From an optimization exercise on the open Yosys and OpenROAD flow, aimed at small area and a short achievable clock period; shortcuts taken in it are not production practice. Only simulation tests tie the RTL to the original design; equivalence was not proved. No activity file was given, so power comes from the tool's default toggle rates.

$ cat config.mk
export PLATFORM = sky130hd
export DESIGN_NAME = sqan_rxsync
export DESIGN_NICKNAME = sqan_rxsync
export VERILOG_FILES = /design/flow/design.v
export SDC_FILE = /design/flow/constraint.sdc
export NUM_CORES = 4
export LEC_CHECK = 0
export CAP_MARGIN = 20
export CORE_MARGIN = 2
export CORE_UTILIZATION = 40
export SLEW_MARGIN = 20
$ cat constraint.sdc
create_clock -name core_clock -period 22.0 [get_ports {clk}]
set_input_delay 4.4000 -clock core_clock [delete_from_list [all_inputs] [get_ports {clk}]]
set_output_delay 4.4000 -clock core_clock [all_outputs]
set_load 0.01 [all_outputs]
$ cat design.v
module sqan_rxsync (
    input  wire         clk,
    input  wire         rst,                  
    input  wire [1:0]   in_cmd,
    input  wire [15:0]  in_i,
    input  wire [15:0]  in_q,
    input  wire [6:0]   cfg_percent,          
    input  wire [1:0]   cfg_hdr_w,            
    input  wire [11:0]  cfg_header,           
    input  wire         cfg_byte_timing,      
    input  wire [7:0]   cfg_timing_interval,  
    input  wire [4:0]   cfg_slot_bits,        
    input  wire [7:0]   cfg_sync0,            
    input  wire [7:0]   cfg_sync1,            
    input  wire         cfg_screen,           
    input  wire         cfg_esc_en,           
    input  wire [7:0]   cfg_esc_marker,       
    input  wire [7:0]   cfg_esc_xor,          
    input  wire [2:0]   cfg_esc_extra,        
    output reg          flush_valid,
    output reg          flush_emit,
    output reg  [4:0]   flush_n,
    output reg          flush_sync,
    output reg          flush_overflow,
    output reg  [127:0] flush_bytes,          
    output wire         st_searching,
    output wire         st_inverted,
    output wire         st_ignore,
    output wire [4:0]   st_count
);
    reg        [3:0]  pd_one;           
    reg        [3:0]  pd_two;           
    reg        [3:0]  pd_sg;            
    reg        [11:0] xr;               
    reg               searching;
    reg        [11:0] window;           
    reg               inverted;
    reg        [4:0]  bit_cnt;
    reg        [6:0]  temp;             
    reg               ignore_hdr;
    reg        [7:0]  slots_left;
    reg        [7:0]  dataout [0:15];
    reg        [4:0]  idx;
    reg               sync_found;
    reg               match_idx;
    reg               overflow;
    assign st_searching = searching;
    assign st_inverted  = inverted;
    assign st_ignore    = ignore_hdr;
    assign st_count     = idx;
    wire is_sample   = (in_cmd == 2'd1);
    wire is_scan_end = (in_cmd == 2'd2);
    wire raw;
    sqan_thr u_thr (.x(in_i[11:0]), .xr(xr), .one(pd_one), .two(pd_two), .sg(pd_sg), .raw(raw));
    wire inv_eff = !searching && inverted;    
    reg [11:0] hdr_mask;
    always @(*) begin
        case (cfg_hdr_w)
            2'd0:    hdr_mask = 12'h0FF;
            2'd1:    hdr_mask = 12'h1FF;
            2'd2:    hdr_mask = 12'h7FF;
            default: hdr_mask = 12'hFFF;
        endcase
    end
    wire [11:1] hdr_diff = (window[10:0] ^ cfg_header[11:1]) & hdr_mask[11:1];
    wire        hi_norm  = (hdr_diff == 11'd0);
    wire        hi_inv   = (hdr_diff == hdr_mask[11:1]);
    wire        mn1 = hi_norm &&  cfg_header[0];    
    wire        mn0 = hi_norm && !cfg_header[0];
    wire        mi1 = hi_inv  && !cfg_header[0];    
    wire        mi0 = hi_inv  &&  cfg_header[0];
    wire       byte_done = ignore_hdr ? (bit_cnt + 5'd1 == cfg_slot_bits) : (bit_cnt == 5'd7);
    wire       lt32 = (temp[6:4] == 3'd0);
    wire       esc0 = cfg_esc_en && (lt32 || (cfg_esc_extra[0] && temp == 7'h20));
    wire       esc1 = cfg_esc_en && (lt32 || (cfg_esc_extra[1] && temp == 7'h3F)
                                         || (cfg_esc_extra[2] && temp == 7'h7F));
    wire [7:0] sync_expect = match_idx ? cfg_sync1 : cfg_sync0;
    wire       hit_hi      = (temp == sync_expect[7:1]);
    wire       hit0        = hit_hi && !sync_expect[0];
    wire       hit1        = hit_hi &&  sync_expect[0];
    wire       room0  = !idx[4];
    wire       room1  = (idx < 5'd15);
    wire [7:0] slots_dec = slots_left - 8'd1;
    wire       slots_end = (slots_dec == 8'd0);
    wire       tint_nz   = (cfg_timing_interval != 8'd0);
    reg [12:0] nsv [0:1];
    integer    b;
    reg        s_, inv_, clr_, ov_, fnd_, mx_, ign_, ld_, mn_, mi_, esc_, hit_, found_nx, enter;
    reg [4:0]  ix_;
    always @(*) begin
        for (b = 0; b < 2; b = b + 1) begin
            mn_  = b ? mn1  : mn0;
            mi_  = b ? mi1  : mi0;
            esc_ = b ? esc1 : esc0;
            hit_ = b ? hit1 : hit0;
            s_ = searching; inv_ = inverted; clr_ = 1'b0; ix_ = idx; ov_ = overflow;
            fnd_ = sync_found; mx_ = match_idx; ign_ = ignore_hdr; ld_ = 1'b0;
            found_nx = sync_found || (hit_ && match_idx);
            enter    = cfg_byte_timing && found_nx && tint_nz;
            if (searching) begin
                if (mn_ || mi_) begin
                    s_ = 1'b0; inv_ = mi_; clr_ = 1'b1;
                end
            end else if (byte_done) begin
                clr_ = 1'b1;
                ix_  = !room0 ? idx : (esc_ && room1) ? idx + 5'd2 : idx + 5'd1;
                if (!room0 || (esc_ && !room1)) ov_ = 1'b1;
                fnd_ = found_nx;
                mx_  = hit_ && !match_idx;
                if (ignore_hdr) begin
                    if (slots_end) begin
                        ign_ = 1'b0; s_ = 1'b1;
                    end
                end else if (enter) begin
                    ign_ = 1'b1; ld_ = 1'b1;
                end else begin
                    s_ = 1'b1;
                end
            end
            nsv[b] = {s_, inv_, clr_, ix_, ov_, fnd_, mx_, ign_, ld_};
        end
    end
    wire [12:0] ns_r0 = inv_eff ? nsv[1] : nsv[0];
    wire [12:0] ns_r1 = inv_eff ? nsv[0] : nsv[1];
    wire [12:0] ns    = raw ? ns_r1 : ns_r0;
    wire        rx    = raw ^ inv_eff;
    wire assemble = is_sample && !searching;
    wire complete = assemble && byte_done;
    wire [8:0] pb = {2'b00, cfg_percent, 1'b0};
    integer d;
    always @(posedge clk)
        for (d = 0; d < 4; d = d + 1) begin
            pd_one[d] <= pb[2*d+1] ^ pb[2*d];
            pd_two[d] <= (pb[2*d+2] & ~pb[2*d+1] & ~pb[2*d]) | (~pb[2*d+2] & pb[2*d+1] & pb[2*d]);
            pd_sg[d]  <= ~pb[2*d+2] & (pb[2*d+1] | pb[2*d]);
        end
    always @(posedge clk) begin
        if (rst) begin
            xr            <= 12'd0;
            searching     <= 1'b1;
            window        <= 12'd0;
            inverted      <= 1'b0;
            bit_cnt       <= 5'd0;
            ignore_hdr    <= 1'b0;
            slots_left    <= 8'd0;
            idx           <= 5'd0;
            sync_found    <= 1'b0;
            match_idx     <= 1'b0;
            overflow      <= 1'b0;
        end else if (is_sample) begin
            xr <= in_i[11:0];
            if (searching)
                window <= {window[10:0], raw};
            {searching, inverted} <= ns[12:11];
            bit_cnt <= ns[10] ? 5'd0 : (assemble ? bit_cnt + 5'd1 : bit_cnt);
            {idx, overflow, sync_found, match_idx, ignore_hdr} <= ns[9:1];
            if (!searching && byte_done) begin
                if (ignore_hdr)
                    slots_left <= slots_dec;
                else if (ns[0])
                    slots_left <= cfg_timing_interval;
            end
        end else if (is_scan_end) begin
            idx        <= 5'd0;
            sync_found <= 1'b0;
            match_idx  <= 1'b0;
            overflow   <= 1'b0;
        end
    end
    always @(posedge clk)
        if (assemble)
            temp <= {temp[5:0], rx};
    wire [7:0] out0_0 = esc0 ? cfg_esc_marker : {temp, 1'b0};
    wire [7:0] out0_1 = esc1 ? cfg_esc_marker : {temp, 1'b1};
    wire [7:0] out1_0 = {temp, 1'b0} ^ cfg_esc_xor;
    wire [7:0] out1_1 = {temp, 1'b1} ^ cfg_esc_xor;
    wire [7:0] out0   = rx ? out0_1 : out0_0;
    wire [7:0] out1   = rx ? out1_1 : out1_0;
    wire       do_esc = rx ? esc1 : esc0;
    wire [7:0] bus_even = idx[0] ? out1 : out0;
    wire [7:0] bus_odd  = idx[0] ? out0 : out1;
    genvar k;
    generate
        for (k = 0; k < 16; k = k + 1) begin : g_cell
            wire wr = (idx == k) || (do_esc && idx + 5'd1 == k);
            always @(posedge clk)
                if (!rst && complete && wr)
                    dataout[k] <= (k % 2 == 0) ? bus_even : bus_odd;
        end
    endgenerate
    integer j;
    always @(posedge clk) begin
        flush_valid <= !rst && is_scan_end;
        if (!rst && is_scan_end) begin
            flush_emit     <= (idx != 5'd0) && (!cfg_screen || sync_found);
            flush_n        <= idx;
            flush_sync     <= sync_found;
            flush_overflow <= overflow;
            for (j = 0; j < 16; j = j + 1)
                flush_bytes[8*j +: 8] <= dataout[j];
        end
    end
endmodule
module sqan_thr (
    input  wire [11:0] x,
    input  wire [11:0] xr,
    input  wire [3:0]  one,    
    input  wire [3:0]  two,    
    input  wire [3:0]  sg,     
    output wire        raw
);
    wire t0 = ((one[0] & xr[0]) | (two[0] & 1'b0)) ^ sg[0];
    wire t1 = ((one[0] & xr[1]) | (two[0] & xr[0])) ^ sg[0];
    wire t2 = ((one[0] & xr[2]) | (two[0] & xr[1])) ^ sg[0];
    wire t3 = ((one[0] & xr[3]) | (two[0] & xr[2])) ^ sg[0];
    wire t4 = ((one[0] & xr[4]) | (two[0] & xr[3])) ^ sg[0];
    wire t5 = ((one[0] & xr[5]) | (two[0] & xr[4])) ^ sg[0];
    wire t6 = ((one[0] & xr[6]) | (two[0] & xr[5])) ^ sg[0];
    wire t7 = ((one[0] & xr[7]) | (two[0] & xr[6])) ^ sg[0];
    wire t8 = ((one[0] & xr[8]) | (two[0] & xr[7])) ^ sg[0];
    wire t9 = ((one[0] & xr[9]) | (two[0] & xr[8])) ^ sg[0];
    wire t10 = ((one[0] & xr[10]) | (two[0] & xr[9])) ^ sg[0];
    wire t11 = ((one[0] & xr[11]) | (two[0] & xr[10])) ^ sg[0];
    wire t12 = ((one[0] & xr[11]) | (two[0] & xr[11])) ^ sg[0];
    wire t13 = ~t12;
    wire t14 = ((one[1] & xr[0]) | (two[1] & 1'b0)) ^ sg[1];
    wire t15 = ((one[1] & xr[1]) | (two[1] & xr[0])) ^ sg[1];
    wire t16 = ((one[1] & xr[2]) | (two[1] & xr[1])) ^ sg[1];
    wire t17 = ((one[1] & xr[3]) | (two[1] & xr[2])) ^ sg[1];
    wire t18 = ((one[1] & xr[4]) | (two[1] & xr[3])) ^ sg[1];
    wire t19 = ((one[1] & xr[5]) | (two[1] & xr[4])) ^ sg[1];
    wire t20 = ((one[1] & xr[6]) | (two[1] & xr[5])) ^ sg[1];
    wire t21 = ((one[1] & xr[7]) | (two[1] & xr[6])) ^ sg[1];
    wire t22 = ((one[1] & xr[8]) | (two[1] & xr[7])) ^ sg[1];
    wire t23 = ((one[1] & xr[9]) | (two[1] & xr[8])) ^ sg[1];
    wire t24 = ((one[1] & xr[10]) | (two[1] & xr[9])) ^ sg[1];
    wire t25 = ((one[1] & xr[11]) | (two[1] & xr[10])) ^ sg[1];
    wire t26 = ((one[1] & xr[11]) | (two[1] & xr[11])) ^ sg[1];
    wire t27 = ~t26;
    wire t28 = ((one[2] & xr[0]) | (two[2] & 1'b0)) ^ sg[2];
    wire t29 = ((one[2] & xr[1]) | (two[2] & xr[0])) ^ sg[2];
    wire t30 = ((one[2] & xr[2]) | (two[2] & xr[1])) ^ sg[2];
    wire t31 = ((one[2] & xr[3]) | (two[2] & xr[2])) ^ sg[2];
    wire t32 = ((one[2] & xr[4]) | (two[2] & xr[3])) ^ sg[2];
    wire t33 = ((one[2] & xr[5]) | (two[2] & xr[4])) ^ sg[2];
    wire t34 = ((one[2] & xr[6]) | (two[2] & xr[5])) ^ sg[2];
    wire t35 = ((one[2] & xr[7]) | (two[2] & xr[6])) ^ sg[2];
    wire t36 = ((one[2] & xr[8]) | (two[2] & xr[7])) ^ sg[2];
    wire t37 = ((one[2] & xr[9]) | (two[2] & xr[8])) ^ sg[2];
    wire t38 = ((one[2] & xr[10]) | (two[2] & xr[9])) ^ sg[2];
    wire t39 = ((one[2] & xr[11]) | (two[2] & xr[10])) ^ sg[2];
    wire t40 = ((one[2] & xr[11]) | (two[2] & xr[11])) ^ sg[2];
    wire t41 = ~t40;
    wire t42 = ((one[3] & xr[0]) | (two[3] & 1'b0)) ^ sg[3];
    wire t43 = ((one[3] & xr[1]) | (two[3] & xr[0])) ^ sg[3];
    wire t44 = ((one[3] & xr[2]) | (two[3] & xr[1])) ^ sg[3];
    wire t45 = ((one[3] & xr[3]) | (two[3] & xr[2])) ^ sg[3];
    wire t46 = ((one[3] & xr[4]) | (two[3] & xr[3])) ^ sg[3];
    wire t47 = ((one[3] & xr[5]) | (two[3] & xr[4])) ^ sg[3];
    wire t48 = ((one[3] & xr[6]) | (two[3] & xr[5])) ^ sg[3];
    wire t49 = ((one[3] & xr[7]) | (two[3] & xr[6])) ^ sg[3];
    wire t50 = ((one[3] & xr[8]) | (two[3] & xr[7])) ^ sg[3];
    wire t51 = ((one[3] & xr[9]) | (two[3] & xr[8])) ^ sg[3];
    wire t52 = ((one[3] & xr[10]) | (two[3] & xr[9])) ^ sg[3];
    wire t53 = ((one[3] & xr[11]) | (two[3] & xr[10])) ^ sg[3];
    wire t54 = ((one[3] & xr[11]) | (two[3] & xr[11])) ^ sg[3];
    wire t55 = ~t54;
    wire t56 = ~xr[11];
    wire t57 = sg[3] ^ t6;
    wire t58 = sg[3] & t6;
    wire t59 = t7 ^ t19;
    wire t60 = t7 & t19;
    wire t61 = t8 ^ t20;
    wire t62 = t8 & t20;
    wire t63 = t9 ^ t21;
    wire t64 = t9 & t21;
    wire t65 = t10 ^ t22;
    wire t66 = t10 & t22;
    wire t67 = t11 ^ t23;
    wire t68 = t11 & t23;
    wire t69 = 1'b1 ^ t24 ^ t36;
    wire t70 = (1'b1 & t24) | (1'b1 & t36) | (t24 & t36);
    wire t71 = sg[1] ^ t56;
    wire t72 = sg[1] & t56;
    wire t73 = sg[2] ^ t4;
    wire t74 = sg[2] & t4;
    wire t75 = t5 ^ t17;
    wire t76 = t5 & t17;
    wire t77 = t18 ^ t30 ^ t42;
    wire t78 = (t18 & t30) | (t18 & t42) | (t30 & t42);
    wire t79 = t31 ^ t43 ^ t58;
    wire t80 = (t31 & t43) | (t31 & t58) | (t43 & t58);
    wire t81 = t32 ^ t44 ^ t60;
    wire t82 = (t32 & t44) | (t32 & t60) | (t44 & t60);
    wire t83 = t33 ^ t45 ^ t62;
    wire t84 = (t33 & t45) | (t33 & t62) | (t45 & t62);
    wire t85 = t34 ^ t46 ^ t64;
    wire t86 = (t34 & t46) | (t34 & t64) | (t46 & t64);
    wire t87 = t35 ^ t47 ^ t66;
    wire t88 = (t35 & t47) | (t35 & t66) | (t47 & t66);
    wire t89 = t48 ^ t13 ^ t68;
    wire t90 = (t48 & t13) | (t48 & t68) | (t13 & t68);
    wire t91 = t25 ^ t37 ^ t49;
    wire t92 = (t25 & t37) | (t25 & t49) | (t37 & t49);
    wire t93 = t38 ^ t50;
    wire t94 = t38 & t50;
    wire t95 = 1'b1 ^ t39;
    wire t96 = 1'b1 & t39;
    wire t97 = 1'b1 ^ t52;
    wire t98 = 1'b1 & t52;
    wire t99 = t2 ^ t14;
    wire t100 = t2 & t14;
    wire t101 = t72 ^ t3 ^ t15;
    wire t102 = (t72 & t3) | (t72 & t15) | (t3 & t15);
    wire t103 = t16 ^ t28 ^ t73;
    wire t104 = (t16 & t28) | (t16 & t73) | (t28 & t73);
    wire t105 = t29 ^ t74 ^ t75;
    wire t106 = (t29 & t74) | (t29 & t75) | (t74 & t75);
    wire t107 = t76 ^ t77 ^ t57;
    wire t108 = (t76 & t77) | (t76 & t57) | (t77 & t57);
    wire t109 = t78 ^ t59 ^ t79;
    wire t110 = (t78 & t59) | (t78 & t79) | (t59 & t79);
    wire t111 = t61 ^ t80 ^ t81;
    wire t112 = (t61 & t80) | (t61 & t81) | (t80 & t81);
    wire t113 = t63 ^ t82 ^ t83;
    wire t114 = (t63 & t82) | (t63 & t83) | (t82 & t83);
    wire t115 = t65 ^ t84 ^ t85;
    wire t116 = (t65 & t84) | (t65 & t85) | (t84 & t85);
    wire t117 = t67 ^ t86 ^ t87;
    wire t118 = (t67 & t86) | (t67 & t87) | (t86 & t87);
    wire t119 = t69 ^ t88 ^ t89;
    wire t120 = (t69 & t88) | (t69 & t89) | (t88 & t89);
    wire t121 = t70 ^ t91 ^ t90;
    wire t122 = (t70 & t91) | (t70 & t90) | (t91 & t90);
    wire t123 = t27 ^ t92 ^ t93;
    wire t124 = (t27 & t92) | (t27 & t93) | (t92 & t93);
    wire t125 = t51 ^ t94 ^ t95;
    wire t126 = (t51 & t94) | (t51 & t95) | (t94 & t95);
    wire t127 = t41 ^ t96 ^ t97;
    wire t128 = (t41 & t96) | (t41 & t97) | (t96 & t97);
    wire t129 = 1'b1 ^ t53 ^ t98;
    wire t130 = (1'b1 & t53) | (1'b1 & t98) | (t53 & t98);
    wire t131 = 1'b1 ^ t55;
    wire t132 = 1'b1 & t55;
    wire t133 = sg[0] & t0;
    wire t134 = t56 & t1;
    wire t135 = t99 & t71;
    wire t136 = t100 & t101;
    wire t137 = t102 & t103;
    wire t138 = t104 & t105;
    wire t139 = t106 & t107;
    wire t140 = t108 & t109;
    wire t141 = t110 & t111;
    wire t142 = t112 & t113;
    wire t143 = t114 & t115;
    wire t144 = t116 & t117;
    wire t145 = t118 & t119;
    wire t146 = t120 & t121;
    wire t147 = t122 & t123;
    wire t148 = t124 & t125;
    wire t149 = t126 & t127;
    wire t150 = t128 & t129;
    wire t151 = t130 & t131;
    wire t152 = t132 & 1'b0;
    wire t153 = sg[0] | t0;
    wire t154 = t56 | t1;
    wire t155 = t99 | t71;
    wire t156 = t100 | t101;
    wire t157 = t102 | t103;
    wire t158 = t104 | t105;
    wire t159 = t106 | t107;
    wire t160 = t108 | t109;
    wire t161 = t110 | t111;
    wire t162 = t112 | t113;
    wire t163 = t114 | t115;
    wire t164 = t116 | t117;
    wire t165 = t118 | t119;
    wire t166 = t120 | t121;
    wire t167 = t122 | t123;
    wire t168 = t124 | t125;
    wire t169 = t126 | t127;
    wire t170 = t128 | t129;
    wire t171 = t130 | t131;
    wire t172 = t132 | 1'b0;
    wire t173 = sg[0] ^ t0;
    wire t174 = t56 ^ t1;
    wire t175 = t99 ^ t71;
    wire t176 = t100 ^ t101;
    wire t177 = t102 ^ t103;
    wire t178 = t104 ^ t105;
    wire t179 = t106 ^ t107;
    wire t180 = t108 ^ t109;
    wire t181 = t110 ^ t111;
    wire t182 = t112 ^ t113;
    wire t183 = t114 ^ t115;
    wire t184 = t116 ^ t117;
    wire t185 = t118 ^ t119;
    wire t186 = t120 ^ t121;
    wire t187 = t122 ^ t123;
    wire t188 = t124 ^ t125;
    wire t189 = t126 ^ t127;
    wire t190 = t128 ^ t129;
    wire t191 = t130 ^ t131;
    wire t192 = t132 ^ 1'b0;
    wire t193 = t134 | (t154 & t133);
    wire t194 = t154 & t153;
    wire t195 = t136 | (t156 & t135);
    wire t196 = t156 & t155;
    wire t197 = t138 | (t158 & t137);
    wire t198 = t158 & t157;
    wire t199 = t140 | (t160 & t139);
    wire t200 = t160 & t159;
    wire t201 = t142 | (t162 & t141);
    wire t202 = t162 & t161;
    wire t203 = t144 | (t164 & t143);
    wire t204 = t164 & t163;
    wire t205 = t146 | (t166 & t145);
    wire t206 = t166 & t165;
    wire t207 = t148 | (t168 & t147);
    wire t208 = t168 & t167;
    wire t209 = t150 | (t170 & t149);
    wire t210 = t170 & t169;
    wire t211 = t152 | (t172 & t151);
    wire t212 = t172 & t171;
    wire t213 = t195 | (t196 & t193);
    wire t214 = t196 & t194;
    wire t215 = t199 | (t200 & t197);
    wire t216 = t200 & t198;
    wire t217 = t203 | (t204 & t201);
    wire t218 = t204 & t202;
    wire t219 = t207 | (t208 & t205);
    wire t220 = t208 & t206;
    wire t221 = t211 | (t212 & t209);
    wire t222 = t212 & t210;
    wire t223 = t215 | (t216 & t213);
    wire t224 = t216 & t214;
    wire t225 = t219 | (t220 & t217);
    wire t226 = t220 & t218;
    wire t227 = t225 | (t226 & t223);
    wire t228 = t226 & t224;
    wire t229 = t217 | (t218 & t223);
    wire t230 = t218 & t224;
    wire t231 = t221 | (t222 & t227);
    wire t232 = t222 & t228;
    wire t233 = t197 | (t198 & t213);
    wire t234 = t198 & t214;
    wire t235 = t201 | (t202 & t223);
    wire t236 = t202 & t224;
    wire t237 = t205 | (t206 & t229);
    wire t238 = t206 & t230;
    wire t239 = t209 | (t210 & t227);
    wire t240 = t210 & t228;
    wire t241 = t135 | (t155 & t193);
    wire t242 = t155 & t194;
    wire t243 = t137 | (t157 & t213);
    wire t244 = t157 & t214;
    wire t245 = t139 | (t159 & t233);
    wire t246 = t159 & t234;
    wire t247 = t141 | (t161 & t223);
    wire t248 = t161 & t224;
    wire t249 = t143 | (t163 & t235);
    wire t250 = t163 & t236;
    wire t251 = t145 | (t165 & t229);
    wire t252 = t165 & t230;
    wire t253 = t147 | (t167 & t237);
    wire t254 = t167 & t238;
    wire t255 = t149 | (t169 & t227);
    wire t256 = t169 & t228;
    wire t257 = t151 | (t171 & t239);
    wire t258 = t171 & t240;
    wire t259 = t174 ^ t133;
    wire t260 = t175 ^ t193;
    wire t261 = t176 ^ t241;
    wire t262 = t177 ^ t213;
    wire t263 = t178 ^ t243;
    wire t264 = t179 ^ t233;
    wire t265 = t180 ^ t245;
    wire t266 = t181 ^ t223;
    wire t267 = t182 ^ t247;
    wire t268 = t183 ^ t235;
    wire t269 = t184 ^ t249;
    wire t270 = t185 ^ t229;
    wire t271 = t186 ^ t251;
    wire t272 = t187 ^ t237;
    wire t273 = t188 ^ t253;
    wire t274 = t189 ^ t227;
    wire t275 = t190 ^ t255;
    wire t276 = t191 ^ t239;
    wire t277 = t192 ^ t257;
    wire t278 = ~x[11];
    wire t279 = t264 ^ x[0];
    wire t280 = t264 & x[0];
    wire t281 = t265 ^ x[1] ^ x[2];
    wire t282 = (t265 & x[1]) | (t265 & x[2]) | (x[1] & x[2]);
    wire t283 = t266 ^ x[2] ^ x[3];
    wire t284 = (t266 & x[2]) | (t266 & x[3]) | (x[2] & x[3]);
    wire t285 = t267 ^ x[3] ^ x[4];
    wire t286 = (t267 & x[3]) | (t267 & x[4]) | (x[3] & x[4]);
    wire t287 = t268 ^ x[4] ^ x[5];
    wire t288 = (t268 & x[4]) | (t268 & x[5]) | (x[4] & x[5]);
    wire t289 = t269 ^ x[5] ^ x[6];
    wire t290 = (t269 & x[5]) | (t269 & x[6]) | (x[5] & x[6]);
    wire t291 = t270 ^ x[6] ^ x[7];
    wire t292 = (t270 & x[6]) | (t270 & x[7]) | (x[6] & x[7]);
    wire t293 = t271 ^ x[7] ^ x[8];
    wire t294 = (t271 & x[7]) | (t271 & x[8]) | (x[7] & x[8]);
    wire t295 = t272 ^ x[8];
    wire t296 = t272 & x[8];
    wire t297 = t273 ^ x[9];
    wire t298 = t273 & x[9];
    wire t299 = t274 ^ x[10];
    wire t300 = t274 & x[10];
    wire t301 = t263 ^ x[0];
    wire t302 = t263 & x[0];
    wire t303 = x[1] ^ x[4] ^ t279;
    wire t304 = (x[1] & x[4]) | (x[1] & t279) | (x[4] & t279);
    wire t305 = x[5] ^ t280 ^ t281;
    wire t306 = (x[5] & t280) | (x[5] & t281) | (t280 & t281);
    wire t307 = x[6] ^ t282 ^ t283;
    wire t308 = (x[6] & t282) | (x[6] & t283) | (t282 & t283);
    wire t309 = x[7] ^ t284 ^ t285;
    wire t310 = (x[7] & t284) | (x[7] & t285) | (t284 & t285);
    wire t311 = x[8] ^ t286 ^ t287;
    wire t312 = (x[8] & t286) | (x[8] & t287) | (t286 & t287);
    wire t313 = x[9] ^ t288 ^ t289;
    wire t314 = (x[9] & t288) | (x[9] & t289) | (t288 & t289);
    wire t315 = x[10] ^ t290 ^ t291;
    wire t316 = (x[10] & t290) | (x[10] & t291) | (t290 & t291);
    wire t317 = t278 ^ t292 ^ t293;
    wire t318 = (t278 & t292) | (t278 & t293) | (t292 & t293);
    wire t319 = x[9] ^ t294 ^ t295;
    wire t320 = (x[9] & t294) | (x[9] & t295) | (t294 & t295);
    wire t321 = x[10] ^ t296 ^ t297;
    wire t322 = (x[10] & t296) | (x[10] & t297) | (t296 & t297);
    wire t323 = t278 ^ t298 ^ t299;
    wire t324 = (t278 & t298) | (t278 & t299) | (t298 & t299);
    wire t325 = t275 ^ t278 ^ t300;
    wire t326 = (t275 & t278) | (t275 & t300) | (t278 & t300);
    wire t327 = t260 & x[0];
    wire t328 = t261 & x[1];
    wire t329 = t262 & x[2];
    wire t330 = t301 & x[3];
    wire t331 = t302 & t303;
    wire t332 = t304 & t305;
    wire t333 = t306 & t307;
    wire t334 = t308 & t309;
    wire t335 = t310 & t311;
    wire t336 = t312 & t313;
    wire t337 = t314 & t315;
    wire t338 = t316 & t317;
    wire t339 = t318 & t319;
    wire t340 = t320 & t321;
    wire t341 = t322 & t323;
    wire t342 = t324 & t325;
    wire t343 = t326 & t276;
    wire t344 = t260 | x[0];
    wire t345 = t261 | x[1];
    wire t346 = t262 | x[2];
    wire t347 = t301 | x[3];
    wire t348 = t302 | t303;
    wire t349 = t304 | t305;
    wire t350 = t306 | t307;
    wire t351 = t308 | t309;
    wire t352 = t310 | t311;
    wire t353 = t312 | t313;
    wire t354 = t314 | t315;
    wire t355 = t316 | t317;
    wire t356 = t318 | t319;
    wire t357 = t320 | t321;
    wire t358 = t322 | t323;
    wire t359 = t324 | t325;
    wire t360 = t326 | t276;
    wire t361 = t328 | (t345 & t327);
    wire t362 = t345 & t344;
    wire t363 = t330 | (t347 & t329);
    wire t364 = t347 & t346;
    wire t365 = t332 | (t349 & t331);
    wire t366 = t349 & t348;
    wire t367 = t334 | (t351 & t333);
    wire t368 = t351 & t350;
    wire t369 = t336 | (t353 & t335);
    wire t370 = t353 & t352;
    wire t371 = t338 | (t355 & t337);
    wire t372 = t355 & t354;
    wire t373 = t340 | (t357 & t339);
    wire t374 = t357 & t356;
    wire t375 = t342 | (t359 & t341);
    wire t376 = t359 & t358;
    wire t377 = t363 | (t364 & t361);
    wire t378 = t364 & t362;
    wire t379 = t367 | (t368 & t365);
    wire t380 = t368 & t366;
    wire t381 = t371 | (t372 & t369);
    wire t382 = t372 & t370;
    wire t383 = t375 | (t376 & t373);
    wire t384 = t376 & t374;
    wire t385 = t379 | (t380 & t377);
    wire t386 = t380 & t378;
    wire t387 = t383 | (t384 & t381);
    wire t388 = t384 & t382;
    wire t389 = t387 | (t388 & t385);
    wire t390 = t388 & t386;
    wire t391 = t343 | (t360 & t389);
    wire t392 = t360 & t390;
    wire t393 = ~(t277 ^ 1'b0 ^ t391);
    assign raw = t393;
endmodule
$ cat flow/run.sh
#!/bin/bash
# Standard layout with two changes to how it is optimised:
#  - the port buffers are made from the smallest buffer cell (buffer_ports
#    otherwise picks sky130_fd_sc_hd__clkdlybuf4s50_1); the resizer still
#    upsizes any of them that timing or slew needs;
#  - repair_timing aims for a larger setup slack than the constraint needs, so
#    that it shortens the critical paths (the SDC and clock are unchanged).
set -euo pipefail
export BUFFER_PORTS_ARGS="-buffer_cell sky130_fd_sc_hd__buf_1"
export SETUP_SLACK_MARGIN=15
bash standard.sh > standard_make.log 2>&1
$ cat standard.sh
#!/bin/bash
# synth_recipe.tcl (not shown) runs the flow's synth.tcl, then flattens the netlist and writes it again
# the make line also repeats each setting of config.mk as NAME=value (left out here)
make -C /OpenROAD-flow-scripts/flow DESIGN_CONFIG=/design/flow/config.mk WORK_HOME=/design/flow/orfs CLKGATE_MAP_FILE= SYNTH_SCRIPT=/design/flow/synth_recipe.tcl "${@:-finish}"
==> run notes, run 1 <==
Logic pwr share=0.498; leak pwr=between 6 and 7 nW; Final HPWL DP=26.5 mm; Via Count=between 10000 and 15000; Sw Pwr=approximately 0.92 mW; Critical-path top delay cell=fa_1; Post-Synth Simple-Gate Area=0.0862; Post-synth EDFFs=around 270; vias per cell=between 5 and 6; post-synthesis adder-cell area fraction=0.119; Critical Path Sink=dataout[9][5]; Synth Area in XOR/XNOR=0.0568; Antenna Nets Post-Route=0; Synth Instances=1253; pins over their slew limit=0; row cnt=73; first-pass GRT wire length=just under 60 mm; Placer Congestion=0.792; syn nets=about 1500; Int Power=between 1.5 and 2 mW; Sink Count=roughly 330; gr ovfl total=0; drt pass-1 iters=5; leading area contributor after synthesis=edfxtp_1; H-Tree Level Count=2; Core Footprint=39500 µm²; Die Area=41400 µm²; # IOs=approximately 250; largest net degree at the start of global routing=73; Yosys cell types=between 60 and 70; Post-synth ARST share=0; Top FF cell, synth=edfxtp_1; Hold Path Class=flop to flop; WHS=0.411 ns; Clk pwr share=0.218; sequential area share after synthesis=0.587; Power Density=133 nW/µm²; reg2reg path depth=29; GRT Total Usage=0.182; f_max=roughly 0.12 GHz; worst r2r src=pd_one[1]; root buffer cell=clkbuf_16; synth warn=3; Util after Layout=0.503; DIE WIDTH=between 200 and 250 µm; CTS max path bufs=3; count of input and output buffers=~230; status=complete, no violations; initial antenna violation count=4; Synth area leaders=edfxtp_1 51%, dfxtp_1 7.5%, fa_1 6.3%, ha_1 5.2%, xor2_1 2.8%; routed len/inst=roughly 18 µm; CTS tree=built; largest family of logic cells by synthesized area=adder cells; Rel. slew slack=0.228; mux contribution to synthesized area=0.0224; Crit path depth=17; peak supply drop=0.219 mV; Area Overhead vs Synth=24.7%; Worst Setup Path Type=input port to flop; final worst path period share=0.368; worst stage delay on the critical path=~0.52 ns; Worst setup EP type=flop; Crit path max-delay family=adder cells; total wire length=approximately 38 mm; Placed Area=around 17000 µm²; sw frac=0.346; total chip power=around 2.6 mW; Worst-Margin Slew=approximately 1.2 ns; Die H=203 µm; setup_tns=0 ns; element type at the critical path start=input port; Compound-Gate Fraction of Synth Area=0.0868; Clock Latency Late Sink=around 0.55 ns; minimum clock period=between 8 and 9 ns; sequential power share=0.284; share of cells above drive strength 1=0.162; Critical Path AT=8.37 ns; Starting Density=0.403; Final Cell Area=slightly below 20000 µm²; Yosys reg bits=between 300 and 400; Synth top area share=0.511; Crit path buffers/inverters=5; vias in the first global route=10168; final-report hold violation count=0; endpoints failing setup=0; 1st-iter DRT viols=537; worst-path maximum fanout=8; Setup Skew=0.0233 ns; total CTS buffers=35; FF-to-FF End=dataout[9][5]; worst path cell trace=buf_8, inv_4, fa_1, inv_1, fa_1, nor2b_4, maj3_2, o31a_1, o211a_1, a211o_4, or2_4, xnor2_4, buf_4, mux2i_4, buf_4, nor4_2, o21a_2; crit path launch=in_i[8]; synthesized area=approximately 16000 µm²; r2r setup slk=~14 ns; Max-Cap Viols=0; Mapped Avg Cell Area=12.7 µm²; RSZ-0062 raised after global routing=yes; DR DRC count=0; final net count=~1700; clk slew on worst S/H paths=~0.060 ns; CP Data Required Time=~22 ns
stage by stage:
stage	cells	worst slack [ns]
after global routing	2071	13.79
after detailed placement	1960	11.72
final	2072	13.91
after global placement	1960	11.79
after floorplan	1253	13.59
after CTS	2050	13.87
how the worst min path moves through the flow:
| stage | slack [ns] | depth (start not counted) | from | endpoint |
|---|---|---|---|---|
| finish | 0.41 | 0 | dataout[3][6] | flush_bytes[30] |
| detailed placement | 0.40 | 0 | dataout[15][3] | flush_bytes[123] |
| floorplan | 0.40 | 0 | dataout[0][0] | flush_bytes[0] |
| CTS | 0.41 | 0 | dataout[2][3] | flush_bytes[19] |
| global placement | 0.40 | 0 | dataout[15][2] | flush_bytes[122] |
| global route | 0.42 | 0 | dataout[6][4] | flush_bytes[52] |
cells in the mapped netlist (7+ instances only):
master,n
dfxtp_1,60
a22oi_1,45
clkbuf_1,40
nor2_1,79
nor2b_1,13
nand3_1,17
xor2_1,51
o21a_1,25
a31oi_1,7
mux2i_1,30
o21ai_0,28
a21oi_1,53
fa_1,50
inv_1,117
buf_1,12
nor4_1,25
xnor2_1,49
ha_1,66
nand2b_1,16
edfxtp_1,271
nand2_1,76
nor3_1,17
area by class of cell:
type / count / area, µm²
diodes: 2 / 5.00
clock buffers: 45 / 913
clock inverters: 17 / 206
fillers: 3455 / 19600
inverters: 119 / 485
multi-input cells: 748 / 6690
flip-flops and latches: 331 / 9390
well taps: 525 / 657
repair buffers: 285 / 1490
cell usage in the layout (no fill, tap or decap), types with 16 or more instances in the layout:
master,netlist,layout
inv_1,117,107
nand2_1,76,75
buf_4,2,35
nand3_1,17,17
nor3_1,17,16
ha_1,66,63
clkbuf_16,0,35
fa_1,50,48
edfxtp_1,271,271
mux2i_1,30,21
a21oi_1,53,37
nor2_1,79,79
dfxtp_1,60,41
xnor2_1,49,48
buf_1,12,224
a22oi_1,45,40
xor2_1,51,51
o21ai_0,28,21
what timing repair did:
item	4_1_cts	5_1_grt
resized for setup	124	64
pin swaps	57	50
gates cloned	2	0
endpoints found under the setup margin	282	282
setup buffers	26	19
hold buffers	0	0
per-layer routing:
metal	global-route usage	vias up	share of wire
met5	0	-	0.00050
met4	0.0511	4	0.021
met3	0.0318	54	0.061
met2	0.307	348	0.48
met1	0.242	5073	0.44
li1	-	4991	-
power by group through the flow:
stage,registers [mW],clock network [mW],logic (mW)
CTS,0.751,0.590,1.12
detailed placement,0.765,0,0.825
global route,0.752,0.614,1.44
floorplan,0.755,0,0.637
global placement,0.765,0,0.796
finish,0.751,0.578,1.32
sequential cells by signal, summed over array words and instances (netlist names):
register,cells
match_idx,1
flush_emit,1
dataout,128
flush_valid,1
temp,7
sync_found,1
flush_bytes,128
ignore_hdr,1
pd_two,4
searching,1
flush_overflow,1
overflow,1
window,11
inverted,1
flush_sync,1
idx,5
xr,12
slots_left,8
pd_one,4
bit_cnt,5
flush_n,5
pd_sg,4
cell families after synthesis:
group / count (synthesis)
AO/OA/AOI/OAI: 206
flip-flops: 331
adder cells (fa/ha/maj): 122
buffers and inverters: 176
multiplexers: 35
XOR/XNOR: 101
AND/OR/NAND/NOR: 282
==> run 2: changes to the inputs <==
--- a/design.v
+++ b/design.v
@@ -65,10 +65,6 @@
     wire [11:1] hdr_diff = (window[10:0] ^ cfg_header[11:1]) & hdr_mask[11:1];
     wire        hi_norm  = (hdr_diff == 11'd0);
     wire        hi_inv   = (hdr_diff == hdr_mask[11:1]);
-    wire        mn1 = hi_norm &&  cfg_header[0];    
-    wire        mn0 = hi_norm && !cfg_header[0];
-    wire        mi1 = hi_inv  && !cfg_header[0];    
-    wire        mi0 = hi_inv  &&  cfg_header[0];
     wire       byte_done = ignore_hdr ? (bit_cnt + 5'd1 == cfg_slot_bits) : (bit_cnt == 5'd7);
     wire       lt32 = (temp[6:4] == 3'd0);
     wire       esc0 = cfg_esc_en && (lt32 || (cfg_esc_extra[0] && temp == 7'h20));
@@ -76,54 +72,80 @@
                                          || (cfg_esc_extra[2] && temp == 7'h7F));
     wire [7:0] sync_expect = match_idx ? cfg_sync1 : cfg_sync0;
     wire       hit_hi      = (temp == sync_expect[7:1]);
-    wire       hit0        = hit_hi && !sync_expect[0];
-    wire       hit1        = hit_hi &&  sync_expect[0];
-    wire       room0  = !idx[4];
-    wire       room1  = (idx < 5'd15);
+    wire       room0     = !idx[4];
+    wire       room1     = (idx < 5'd15);
     wire [7:0] slots_dec = slots_left - 8'd1;
     wire       slots_end = (slots_dec == 8'd0);
     wire       tint_nz   = (cfg_timing_interval != 8'd0);
-    reg [12:0] nsv [0:1];
+    wire [4:0] cnt_inc   = bit_cnt + 5'd1;
+    reg        nv_s   [0:1];
+    reg        nv_inv [0:1];
+    reg [4:0]  nv_cnt [0:1];
+    reg [4:0]  nv_idx [0:1];
+    reg        nv_ov  [0:1];
+    reg        nv_fnd [0:1];
+    reg        nv_mx  [0:1];
+    reg        nv_ign [0:1];
+    reg [7:0]  nv_sl  [0:1];
+    reg [7:0]  nv_bus0 [0:1];           
+    reg [7:0]  nv_bus1 [0:1];           
     integer    b;
-    reg        s_, inv_, clr_, ov_, fnd_, mx_, ign_, ld_, mn_, mi_, esc_, hit_, found_nx, enter;
-    reg [4:0]  ix_;
+    reg        mn, mi, esc, hit, found_nx, enter;
+    reg [7:0]  byte_v, out0, out1;
     always @(*) begin
         for (b = 0; b < 2; b = b + 1) begin
-            mn_  = b ? mn1  : mn0;
-            mi_  = b ? mi1  : mi0;
-            esc_ = b ? esc1 : esc0;
-            hit_ = b ? hit1 : hit0;
-            s_ = searching; inv_ = inverted; clr_ = 1'b0; ix_ = idx; ov_ = overflow;
-            fnd_ = sync_found; mx_ = match_idx; ign_ = ignore_hdr; ld_ = 1'b0;
-            found_nx = sync_found || (hit_ && match_idx);
+            mn       = hi_norm && (cfg_header[0] == b[0]);
+            mi       = hi_inv  && (cfg_header[0] != b[0]);
+            esc      = b[0] ? esc1 : esc0;
+            hit      = hit_hi && (sync_expect[0] == b[0]);
+            found_nx = sync_found || (hit && match_idx);
             enter    = cfg_byte_timing && found_nx && tint_nz;
-            if (searching) begin
-                if (mn_ || mi_) begin
-                    s_ = 1'b0; inv_ = mi_; clr_ = 1'b1;
-                end
-            end else if (byte_done) begin
-                clr_ = 1'b1;
-                ix_  = !room0 ? idx : (esc_ && room1) ? idx + 5'd2 : idx + 5'd1;
-                if (!room0 || (esc_ && !room1)) ov_ = 1'b1;
-                fnd_ = found_nx;
-                mx_  = hit_ && !match_idx;
-                if (ignore_hdr) begin
-                    if (slots_end) begin
-                        ign_ = 1'b0; s_ = 1'b1;
+            byte_v   = {temp, b[0]};
+            out0     = esc ? cfg_esc_marker : byte_v;
+            out1     = byte_v ^ cfg_esc_xor;
+            nv_bus0[b] = idx[0] ? out1 : out0;
+            nv_bus1[b] = idx[0] ? out0 : out1;
+            nv_s[b] = searching; nv_inv[b] = inverted; nv_cnt[b] = bit_cnt;
+            nv_idx[b] = idx; nv_ov[b] = overflow; nv_fnd[b] = sync_found;
+            nv_mx[b] = match_idx; nv_ign[b] = ignore_hdr; nv_sl[b] = slots_left;
+            if (is_sample) begin
+                if (searching) begin
+                    if (mn || mi) begin
+                        nv_s[b] = 1'b0; nv_inv[b] = mi; nv_cnt[b] = 5'd0;
                     end
-                end else if (enter) begin
-                    ign_ = 1'b1; ld_ = 1'b1;
+                end else if (!byte_done) begin
+                    nv_cnt[b] = cnt_inc;
                 end else begin
-                    s_ = 1'b1;
+                    nv_cnt[b] = 5'd0;
+                    nv_idx[b] = !room0 ? idx : (esc && room1) ? idx + 5'd2 : idx + 5'd1;
+                    if (!room0 || (esc && !room1)) nv_ov[b] = 1'b1;
+                    nv_fnd[b] = found_nx;
+                    nv_mx[b]  = hit && !match_idx;
+                    if (ignore_hdr) begin
+                        nv_sl[b] = slots_dec;
+                        if (slots_end) begin
+                            nv_ign[b] = 1'b0; nv_s[b] = 1'b1;
+                        end
+                    end else if (enter) begin
+                        nv_ign[b] = 1'b1; nv_sl[b] = cfg_timing_interval;
+                    end else begin
+                        nv_s[b] = 1'b1;
+                    end
                 end
+            end else if (is_scan_end) begin
+                nv_idx[b] = 5'd0; nv_fnd[b] = 1'b0; nv_mx[b] = 1'b0; nv_ov[b] = 1'b0;
             end
-            nsv[b] = {s_, inv_, clr_, ix_, ov_, fnd_, mx_, ign_, ld_};
         end
     end
-    wire [12:0] ns_r0 = inv_eff ? nsv[1] : nsv[0];
-    wire [12:0] ns_r1 = inv_eff ? nsv[0] : nsv[1];
-    wire [12:0] ns    = raw ? ns_r1 : ns_r0;
-    wire        rx    = raw ^ inv_eff;
+    wire r1 = !inv_eff;    
+    wire r0 =  inv_eff;    
+    wire [4:0] cnt_0 = nv_cnt[r0], cnt_1 = nv_cnt[r1];
+    wire [4:0] idx_0 = nv_idx[r0], idx_1 = nv_idx[r1];
+    wire [7:0] sl_0  = nv_sl[r0],  sl_1  = nv_sl[r1];
+    wire [7:0] be_0  = nv_bus0[r0], be_1 = nv_bus0[r1];
+    wire [7:0] bo_0  = nv_bus1[r0], bo_1 = nv_bus1[r1];
+    wire [7:0] bus_even = raw ? be_1 : be_0;
+    wire [7:0] bus_odd  = raw ? bo_1 : bo_0;
     wire assemble = is_sample && !searching;
     wire complete = assemble && byte_done;
     wire [8:0] pb = {2'b00, cfg_percent, 1'b0};
@@ -147,42 +169,30 @@
             sync_found    <= 1'b0;
             match_idx     <= 1'b0;
             overflow      <= 1'b0;
-        end else if (is_sample) begin
-            xr <= in_i[11:0];
-            if (searching)
-                window <= {window[10:0], raw};
-            {searching, inverted} <= ns[12:11];
-            bit_cnt <= ns[10] ? 5'd0 : (assemble ? bit_cnt + 5'd1 : bit_cnt);
-            {idx, overflow, sync_found, match_idx, ignore_hdr} <= ns[9:1];
-            if (!searching && byte_done) begin
-                if (ignore_hdr)
-                    slots_left <= slots_dec;
-                else if (ns[0])
-                    slots_left <= cfg_timing_interval;
+        end else begin
+            if (is_sample) begin
+                xr <= in_i[11:0];
+                if (searching)
+                    window <= {window[10:0], raw};
             end
-        end else if (is_scan_end) begin
-            idx        <= 5'd0;
-            sync_found <= 1'b0;
-            match_idx  <= 1'b0;
-            overflow   <= 1'b0;
+            searching  <= raw ? nv_s[r1]   : nv_s[r0];
+            inverted   <= raw ? nv_inv[r1] : nv_inv[r0];
+            bit_cnt    <= raw ? cnt_1      : cnt_0;
+            idx        <= raw ? idx_1      : idx_0;
+            overflow   <= raw ? nv_ov[r1]  : nv_ov[r0];
+            sync_found <= raw ? nv_fnd[r1] : nv_fnd[r0];
+            match_idx  <= raw ? nv_mx[r1]  : nv_mx[r0];
+            ignore_hdr <= raw ? nv_ign[r1] : nv_ign[r0];
+            slots_left <= raw ? sl_1       : sl_0;
         end
     end
     always @(posedge clk)
         if (assemble)
-            temp <= {temp[5:0], rx};
-    wire [7:0] out0_0 = esc0 ? cfg_esc_marker : {temp, 1'b0};
-    wire [7:0] out0_1 = esc1 ? cfg_esc_marker : {temp, 1'b1};
-    wire [7:0] out1_0 = {temp, 1'b0} ^ cfg_esc_xor;
-    wire [7:0] out1_1 = {temp, 1'b1} ^ cfg_esc_xor;
-    wire [7:0] out0   = rx ? out0_1 : out0_0;
-    wire [7:0] out1   = rx ? out1_1 : out1_0;
-    wire       do_esc = rx ? esc1 : esc0;
-    wire [7:0] bus_even = idx[0] ? out1 : out0;
-    wire [7:0] bus_odd  = idx[0] ? out0 : out1;
+            temp <= {temp[5:0], raw ^ inv_eff};
     genvar k;
     generate
         for (k = 0; k < 16; k = k + 1) begin : g_cell
-            wire wr = (idx == k) || (do_esc && idx + 5'd1 == k);
+            wire wr = (idx == k) || (idx + 5'd1 == k);
             always @(posedge clk)
                 if (!rst && complete && wr)
                     dataout[k] <= (k % 2 == 0) ? bus_even : bus_odd;
@@ -488,88 +498,88 @@
     wire t276 = t191 ^ t239;
     wire t277 = t192 ^ t257;
     wire t278 = ~x[11];
-    wire t279 = t264 ^ x[0];
-    wire t280 = t264 & x[0];
-    wire t281 = t265 ^ x[1] ^ x[2];
-    wire t282 = (t265 & x[1]) | (t265 & x[2]) | (x[1] & x[2]);
-    wire t283 = t266 ^ x[2] ^ x[3];
-    wire t284 = (t266 & x[2]) | (t266 & x[3]) | (x[2] & x[3]);
-    wire t285 = t267 ^ x[3] ^ x[4];
-    wire t286 = (t267 & x[3]) | (t267 & x[4]) | (x[3] & x[4]);
-    wire t287 = t268 ^ x[4] ^ x[5];
-    wire t288 = (t268 & x[4]) | (t268 & x[5]) | (x[4] & x[5]);
-    wire t289 = t269 ^ x[5] ^ x[6];
-    wire t290 = (t269 & x[5]) | (t269 & x[6]) | (x[5] & x[6]);
-    wire t291 = t270 ^ x[6] ^ x[7];
-    wire t292 = (t270 & x[6]) | (t270 & x[7]) | (x[6] & x[7]);
-    wire t293 = t271 ^ x[7] ^ x[8];
-    wire t294 = (t271 & x[7]) | (t271 & x[8]) | (x[7] & x[8]);
-    wire t295 = t272 ^ x[8];
-    wire t296 = t272 & x[8];
-    wire t297 = t273 ^ x[9];
-    wire t298 = t273 & x[9];
-    wire t299 = t274 ^ x[10];
-    wire t300 = t274 & x[10];
-    wire t301 = t263 ^ x[0];
-    wire t302 = t263 & x[0];
-    wire t303 = x[1] ^ x[4] ^ t279;
-    wire t304 = (x[1] & x[4]) | (x[1] & t279) | (x[4] & t279);
-    wire t305 = x[5] ^ t280 ^ t281;
-    wire t306 = (x[5] & t280) | (x[5] & t281) | (t280 & t281);
-    wire t307 = x[6] ^ t282 ^ t283;
-    wire t308 = (x[6] & t282) | (x[6] & t283) | (t282 & t283);
-    wire t309 = x[7] ^ t284 ^ t285;
-    wire t310 = (x[7] & t284) | (x[7] & t285) | (t284 & t285);
-    wire t311 = x[8] ^ t286 ^ t287;
-    wire t312 = (x[8] & t286) | (x[8] & t287) | (t286 & t287);
-    wire t313 = x[9] ^ t288 ^ t289;
-    wire t314 = (x[9] & t288) | (x[9] & t289) | (t288 & t289);
-    wire t315 = x[10] ^ t290 ^ t291;
-    wire t316 = (x[10] & t290) | (x[10] & t291) | (t290 & t291);
-    wire t317 = t278 ^ t292 ^ t293;
-    wire t318 = (t278 & t292) | (t278 & t293) | (t292 & t293);
-    wire t319 = x[9] ^ t294 ^ t295;
-    wire t320 = (x[9] & t294) | (x[9] & t295) | (t294 & t295);
-    wire t321 = x[10] ^ t296 ^ t297;
-    wire t322 = (x[10] & t296) | (x[10] & t297) | (t296 & t297);
-    wire t323 = t278 ^ t298 ^ t299;
-    wire t324 = (t278 & t298) | (t278 & t299) | (t298 & t299);
-    wire t325 = t275 ^ t278 ^ t300;
-    wire t326 = (t275 & t278) | (t275 & t300) | (t278 & t300);
+    wire t279 = x[0] ^ x[3];
+    wire t280 = x[0] & x[3];
+    wire t281 = (x[0] & x[1]) | (x[0] & x[4]) | (x[1] & x[4]);
+    wire t282 = x[0] ^ x[1] ^ x[4];
+    wire t283 = (x[1] & x[2]) | (x[1] & x[5]) | (x[2] & x[5]);
+    wire t284 = x[1] ^ x[2] ^ x[5];
+    wire t285 = (x[2] & x[3]) | (x[2] & x[6]) | (x[3] & x[6]);
+    wire t286 = x[2] ^ x[3] ^ x[6];
+    wire t287 = (x[3] & x[4]) | (x[3] & x[7]) | (x[4] & x[7]);
+    wire t288 = x[3] ^ x[4] ^ x[7];
+    wire t289 = (x[4] & x[5]) | (x[4] & x[8]) | (x[5] & x[8]);
+    wire t290 = x[4] ^ x[5] ^ x[8];
+    wire t291 = (x[5] & x[6]) | (x[5] & x[9]) | (x[6] & x[9]);
+    wire t292 = x[5] ^ x[6] ^ x[9];
+    wire t293 = (x[6] & x[7]) | (x[6] & x[10]) | (x[7] & x[10]);
+    wire t294 = x[6] ^ x[7] ^ x[10];
+    wire t295 = (x[7] & x[8]) | (x[7] & t278) | (x[8] & t278);
+    wire t296 = x[7] ^ x[8] ^ t278;
+    wire t297 = x[8] ^ x[9];
+    wire t298 = x[8] & x[9];
+    wire t299 = x[9] ^ x[10];
+    wire t300 = x[9] & x[10];
+    wire t301 = x[10] ^ t278;
+    wire t302 = x[10] & t278;
+    wire t303 = (t264 & t280) | (t264 & t282) | (t280 & t282);
+    wire t304 = t264 ^ t280 ^ t282;
+    wire t305 = (t265 & t281) | (t265 & t284) | (t281 & t284);
+    wire t306 = t265 ^ t281 ^ t284;
+    wire t307 = (t266 & t283) | (t266 & t286) | (t283 & t286);
+    wire t308 = t266 ^ t283 ^ t286;
+    wire t309 = (t267 & t285) | (t267 & t288) | (t285 & t288);
+    wire t310 = t267 ^ t285 ^ t288;
+    wire t311 = (t268 & t287) | (t268 & t290) | (t287 & t290);
+    wire t312 = t268 ^ t287 ^ t290;
+    wire t313 = (t269 & t289) | (t269 & t292) | (t289 & t292);
+    wire t314 = t269 ^ t289 ^ t292;
+    wire t315 = (t270 & t291) | (t270 & t294) | (t291 & t294);
+    wire t316 = t270 ^ t291 ^ t294;
+    wire t317 = (t271 & t293) | (t271 & t296) | (t293 & t296);
+    wire t318 = t271 ^ t293 ^ t296;
+    wire t319 = (t272 & t295) | (t272 & t297) | (t295 & t297);
+    wire t320 = t272 ^ t295 ^ t297;
+    wire t321 = (t273 & t298) | (t273 & t299) | (t298 & t299);
+    wire t322 = t273 ^ t298 ^ t299;
+    wire t323 = (t274 & t300) | (t274 & t301) | (t300 & t301);
+    wire t324 = t274 ^ t300 ^ t301;
+    wire t325 = (t275 & t278) | (t275 & t302) | (t278 & t302);
+    wire t326 = t275 ^ t278 ^ t302;
     wire t327 = t260 & x[0];
     wire t328 = t261 & x[1];
     wire t329 = t262 & x[2];
-    wire t330 = t301 & x[3];
-    wire t331 = t302 & t303;
-    wire t332 = t304 & t305;
-    wire t333 = t306 & t307;
-    wire t334 = t308 & t309;
-    wire t335 = t310 & t311;
-    wire t336 = t312 & t313;
-    wire t337 = t314 & t315;
-    wire t338 = t316 & t317;
-    wire t339 = t318 & t319;
-    wire t340 = t320 & t321;
-    wire t341 = t322 & t323;
-    wire t342 = t324 & t325;
-    wire t343 = t326 & t276;
+    wire t330 = t263 & t279;
+    wire t331 = t304 & 1'b0;
+    wire t332 = t306 & t303;
+    wire t333 = t308 & t305;
+    wire t334 = t310 & t307;
+    wire t335 = t312 & t309;
+    wire t336 = t314 & t311;
+    wire t337 = t316 & t313;
+    wire t338 = t318 & t315;
+    wire t339 = t320 & t317;
+    wire t340 = t322 & t319;
+    wire t341 = t324 & t321;
+    wire t342 = t326 & t323;
+    wire t343 = t276 & t325;
     wire t344 = t260 | x[0];
     wire t345 = t261 | x[1];
     wire t346 = t262 | x[2];
-    wire t347 = t301 | x[3];
-    wire t348 = t302 | t303;
-    wire t349 = t304 | t305;
-    wire t350 = t306 | t307;
-    wire t351 = t308 | t309;
-    wire t352 = t310 | t311;
-    wire t353 = t312 | t313;
-    wire t354 = t314 | t315;
-    wire t355 = t316 | t317;
-    wire t356 = t318 | t319;
-    wire t357 = t320 | t321;
-    wire t358 = t322 | t323;
-    wire t359 = t324 | t325;
-    wire t360 = t326 | t276;
+    wire t347 = t263 | t279;
+    wire t348 = t304 | 1'b0;
+    wire t349 = t306 | t303;
+    wire t350 = t308 | t305;
+    wire t351 = t310 | t307;
+    wire t352 = t312 | t309;
+    wire t353 = t314 | t311;
+    wire t354 = t316 | t313;
+    wire t355 = t318 | t315;
+    wire t356 = t320 | t317;
+    wire t357 = t322 | t319;
+    wire t358 = t324 | t321;
+    wire t359 = t326 | t323;
+    wire t360 = t276 | t325;
     wire t361 = t328 | (t345 & t327);
     wire t362 = t345 & t344;
     wire t363 = t330 | (t347 & t329);
==> run 2 against run 1 <==
Effect of this change: still clean; clock power grew 4.7%; register-to-register slack gained 0.17 ns; setup slack gained 0.18 ns; non-clock buffer count grew 9; area after synthesis grew 0.30%; utilization grew 0.12 points; wire length shrank 0.57%; fmax grew 2.3%; count of clock-buffer cells in the layout is the same; sequential share of layout area shrank 0.25 points; combinational power shrank 23%; flip-flop and latch count is the same; critical path type unchanged; highest routed layer unchanged.
==> run notes, run 2 <==
endpoints failing setup=0 (unchanged); count leader, synth=edfxtp_1 (unchanged); Mapped Avg Cell Area=12.5 µm² (was 12.7 µm²); sequential power share=0.314 (was 0.284); Power Density=118 nW/µm² (was 133 nW/µm²); RSZ-0062 raised after global routing=yes (unchanged); Area Overhead vs Synth=24.9% (was 24.7%); Synth area leaders=edfxtp_1 51%, dfxtp_1 7.5%, fa_1 6.3%, ha_1 4.9%, xnor2_1 3.3% (was edfxtp_1 51%, dfxtp_1 7.5%, fa_1 6.3%, ha_1 5.2%, xor2_1 2.8%); Max-Cap Viols=0 (unchanged); worst r2r src=xr[6] (was pd_one[1]); GRT met3 Usage=0.0384 (was 0.0318); synth cell count leaders=271 x edfxtp_1, 110 x inv_1, 105 x nand2_1 (was 271 x edfxtp_1, 117 x inv_1, 79 x nor2_1); synthesized area=16000 µm² (was 15900 µm²); drt pass-1 iters=5 (unchanged); H-Tree Level Count=2 (unchanged); Setup Skew=0.0296 ns (was 0.0233 ns); first-pass GRT wire length=56.9 mm (was 57.9 mm); Die Area=41500 µm² (was 41400 µm²); largest net degree at the start of global routing=86 (was 73); worst path cell trace=buf_4, inv_1, fa_2, fa_2, o21ai_2, a2111oi_4, o31a_1, o32a_1, and2_4, xnor3_4, o21a_4, buf_6, o21ai_4, buf_4, a21oi_4, a21oi_4, buf_12 (was buf_8, inv_4, fa_1, inv_1, fa_1, nor2b_4, maj3_2, o31a_1, o211a_1, a211o_4, or2_4, xnor2_4, buf_4, mux2i_4, buf_4, nor4_2, o21a_2); status=complete, no violations (unchanged); CP Data Required Time=22.39 ns (was 22.28 ns); crit path launch=in_i[7] (was in_i[8]); vias per cell=5.08 (was 5.05); clk slew on worst S/H paths=0.06 ns (about the same); Via Count=10699 (was 10470); Critical Path AT=8.30 ns (was 8.37 ns); initial antenna violation count=2 (was 4); leak pwr=6.93 nW (was 6.89 nW); share of cells above drive strength 1=0.178 (was 0.162); hold_sp=dataout[4][1] (was dataout[3][6]); Final HPWL DP=26.0 mm (was 26.5 mm); biggest registers after layout=dataout (128), flush_bytes (128), xr (12) (unchanged); final net count=1774 (was 1744); Critical-path top delay cell=fa_2 (was fa_1); pins over their slew limit=0 (unchanged); Worst setup EP type=flop (unchanged); element type at the critical path start=input port (unchanged); Top FF cell, synth=edfxtp_1 (unchanged); Worst-Margin Slew=1.05 ns (was 1.16 ns); root buffer cell=clkbuf_16 (unchanged); Hold Path Class=flop to flop (unchanged); count of input and output buffers=232 (unchanged); Crit path buffers/inverters=5 (unchanged); total CTS buffers=37 (was 35); FILL cells=3464 (was 3455); Core Footprint=39500 µm² (about the same); peak supply drop=0.147 mV (was 0.219 mV); syn nets=1499 (was 1477); row cnt=73 (unchanged); synth warn=13 (was 3); Yosys cell types=74 (was 65); Worst Setup Path Type=input port to flop (unchanged); Sw Pwr=0.791 mW (was 0.915 mW); gr ovfl total=0 (unchanged); Worst Slack Setup Final=14.09 ns (was 13.91 ns); worst slack at placement=12.58 ns (was 11.72 ns); worst stage delay on the critical path=0.59 ns (was 0.52 ns); leading area contributor after synthesis=edfxtp_1 (unchanged); sw frac=0.335 (was 0.346); total wire length=37.7 mm (was 37.9 mm); vias in the first global route=10278 (was 10168); Starting Density=0.404 (was 0.403); sequential area share after synthesis=0.585 (was 0.587); setup_tns=0 ns (unchanged); GR peak layer=met2 (unchanged); f_max=0.126 GHz (was 0.124 GHz); Antenna Nets Post-Route=0 (unchanged); CTS max path bufs=3 (unchanged); DIE WIDTH=204 µm (was 203 µm); Sink Count=331 (unchanged); Synth top area share=0.510 (was 0.511); routed len/inst=17.9 µm (was 18.3 µm); Yosys reg bits=331 (unchanged); Die H=204 µm (was 203 µm); most common cell after layout, fill and taps aside=edfxtp_1 (unchanged); minimum clock period=7.91 ns (was 8.09 ns); Placer Congestion=0.865 (was 0.792); 1st-iter DRT viols=541 (was 537); Logic pwr share=0.430 (was 0.498); Post-synth ARST share=0 (unchanged); met2 Track Usage GR=0.286 (was 0.307); Int Power=1.57 mW (was 1.73 mW); Clk pwr share=0.257 (was 0.218); final-report hold violation count=0 (unchanged); Post-synth EDFFs=271 (unchanged); GRT Total Usage=0.178 (was 0.182); commonest cells after routing, fill and taps aside=271 x edfxtp_1, 222 x buf_1, 104 x inv_1, 102 x nand2_1, 58 x a21oi_1 (was 271 x edfxtp_1, 224 x buf_1, 107 x inv_1, 79 x nor2_1, 75 x nand2_1); M1 GR Usage=0.238 (was 0.242); # IOs=253 (unchanged); Crit path max-delay family=compound AO/OA/AOI/OAI gates (was adder cells); Clock Latency Late Sink=0.55 ns (about the same); Synth Instances=1278 (was 1253); final worst path period share=0.360 (was 0.368); total chip power=2.36 mW (was 2.65 mW); worst-path maximum fanout=8 (unchanged); DR DRC count=0 (unchanged); CTS tree=built (unchanged); Rel. slew slack=0.293 (was 0.228)
run 2: cell types whose count changed after synthesis, sizes merged, moves of 12 or more:
cell | before | now
nand2 | 76 | 106
nor4 | 25 | 10
o21a | 25 | 5
xor2 | 51 | 39
a21oi | 53 | 74
run 2: metrics by stage:
step / cells / hold slack [ns] / cell area, µm² / util
detailed placement: 1985 / 0.405 / 17400 / 0.441
floorplan: 1278 / 0.400 / 16100 / -
global placement: 1985 / 0.401 / 17400 / 0.441
global route: 2105 / 0.421 / 19900 / 0.504
CTS: 2074 / 0.418 / 19300 / 0.487
finish: 2106 / 0.416 / 19900 / 0.504
run 2: cell type report:
type	instances	area (µm²)	area share
Inverter	111	417	0.0209
Sequential cell	331	9390	0.471
Tap cell	525	657	0.0330
Antenna cell	1	2.50	0.000126
Multi-Input combinational cell	778	6790	0.340
Clock inverter	21	210	0.0105
Clock buffer	45	986	0.0495
Timing Repair Buffer	294	1490	0.0748
run 2: power groups by stage:
stage / sequential [mW] / clock (mW) / combinational, mW
finish: 0.740 / 0.605 / 1.01
CTS: 0.741 / 0.620 / 0.841
global placement: 0.754 / 0 / 0.641
global route: 0.741 / 0.643 / 1.10
floorplan: 0.748 / 0 / 0.501
detailed placement: 0.755 / 0 / 0.656
run 2: worst paths after layout:
path / cells past startpoint / to / slack (ns)
worst min register to register: 0 / flush_bytes[33] / 0.42
worst min-delay path: 0 / flush_bytes[33] / 0.42
worst max-delay path: 17 / dataout[0][2] / 14.09
worst max register to register: 30 / dataout[0][2] / 14.23
run 2: worst register-to-register path, delay by kind of cell, from the launching register on:
kind,cells,cell delay [ns]
adders and majority gates,6,2.39
AOI/OAI and AO/OA,10,2.37
and+or+nand+nor,5,1.23
buffers and inverters,7,0.76
xor gates and xnor gates,2,0.52
DFF,1,0.37
run 2: cell families after synthesis:
| logic type | Yosys count | share of synthesized area |
|---|---|---|
| compound gates | 248 | 0.105 |
| xor+xnor | 100 | 0.0558 |
| simple gates | 292 | 0.0856 |
| buf+inv | 169 | 0.0404 |
| mux | 23 | 0.0149 |
| fa+ha+maj | 115 | 0.114 |
| flops | 331 | 0.585 |
run 2: routing by layer:
metal  vias to the layer above  wire [µm]
met4                         4       1060
met3                        67       2540
met1                      5178      16400
met2                       352      17600
met5                         -         29
li1                       5098          -
run 2: timing repair:
item,4_1_cts,5_1_grt
endpoints found under the setup margin,202,268
buffers inserted,23,31
resized for setup,95,111
pin swaps,29,57
hold buffers,0,0

==> port drivers added, routing unchanged <==
No port has a modelled driver above. Below, the same layouts with a new extraction and two added sets of constraints.
Step 1 sets driving cells, clkbuf_16 on the clock port and buf_2 on the other inputs (assumed; they add their load-dependent delay and slew).
Step 2 also shifts input and output timing later by t, the mid clock arrival at the registers, as if the neighbouring blocks saw the same clock.
Three values: no drivers, after step 1, after step 2; two values: the first two.
run | t, ns | slack for setup (ns) | worst hold slack (ns) | worst setup path at the end
run 1 | 0.584 | 13.908 / 13.904 / 13.320 | 0.411 / 0.411 / 0.411 | input to register
run 2 | 0.592 | 14.087 / 14.112 / 13.520 | 0.416 / 0.416 / 0.416 | input to register
After both steps setup and hold are still met in every run listed. For run 1, which loses most, drivers alone change the setup slack by -0.004 ns; drivers and shift together by -0.588 ns.
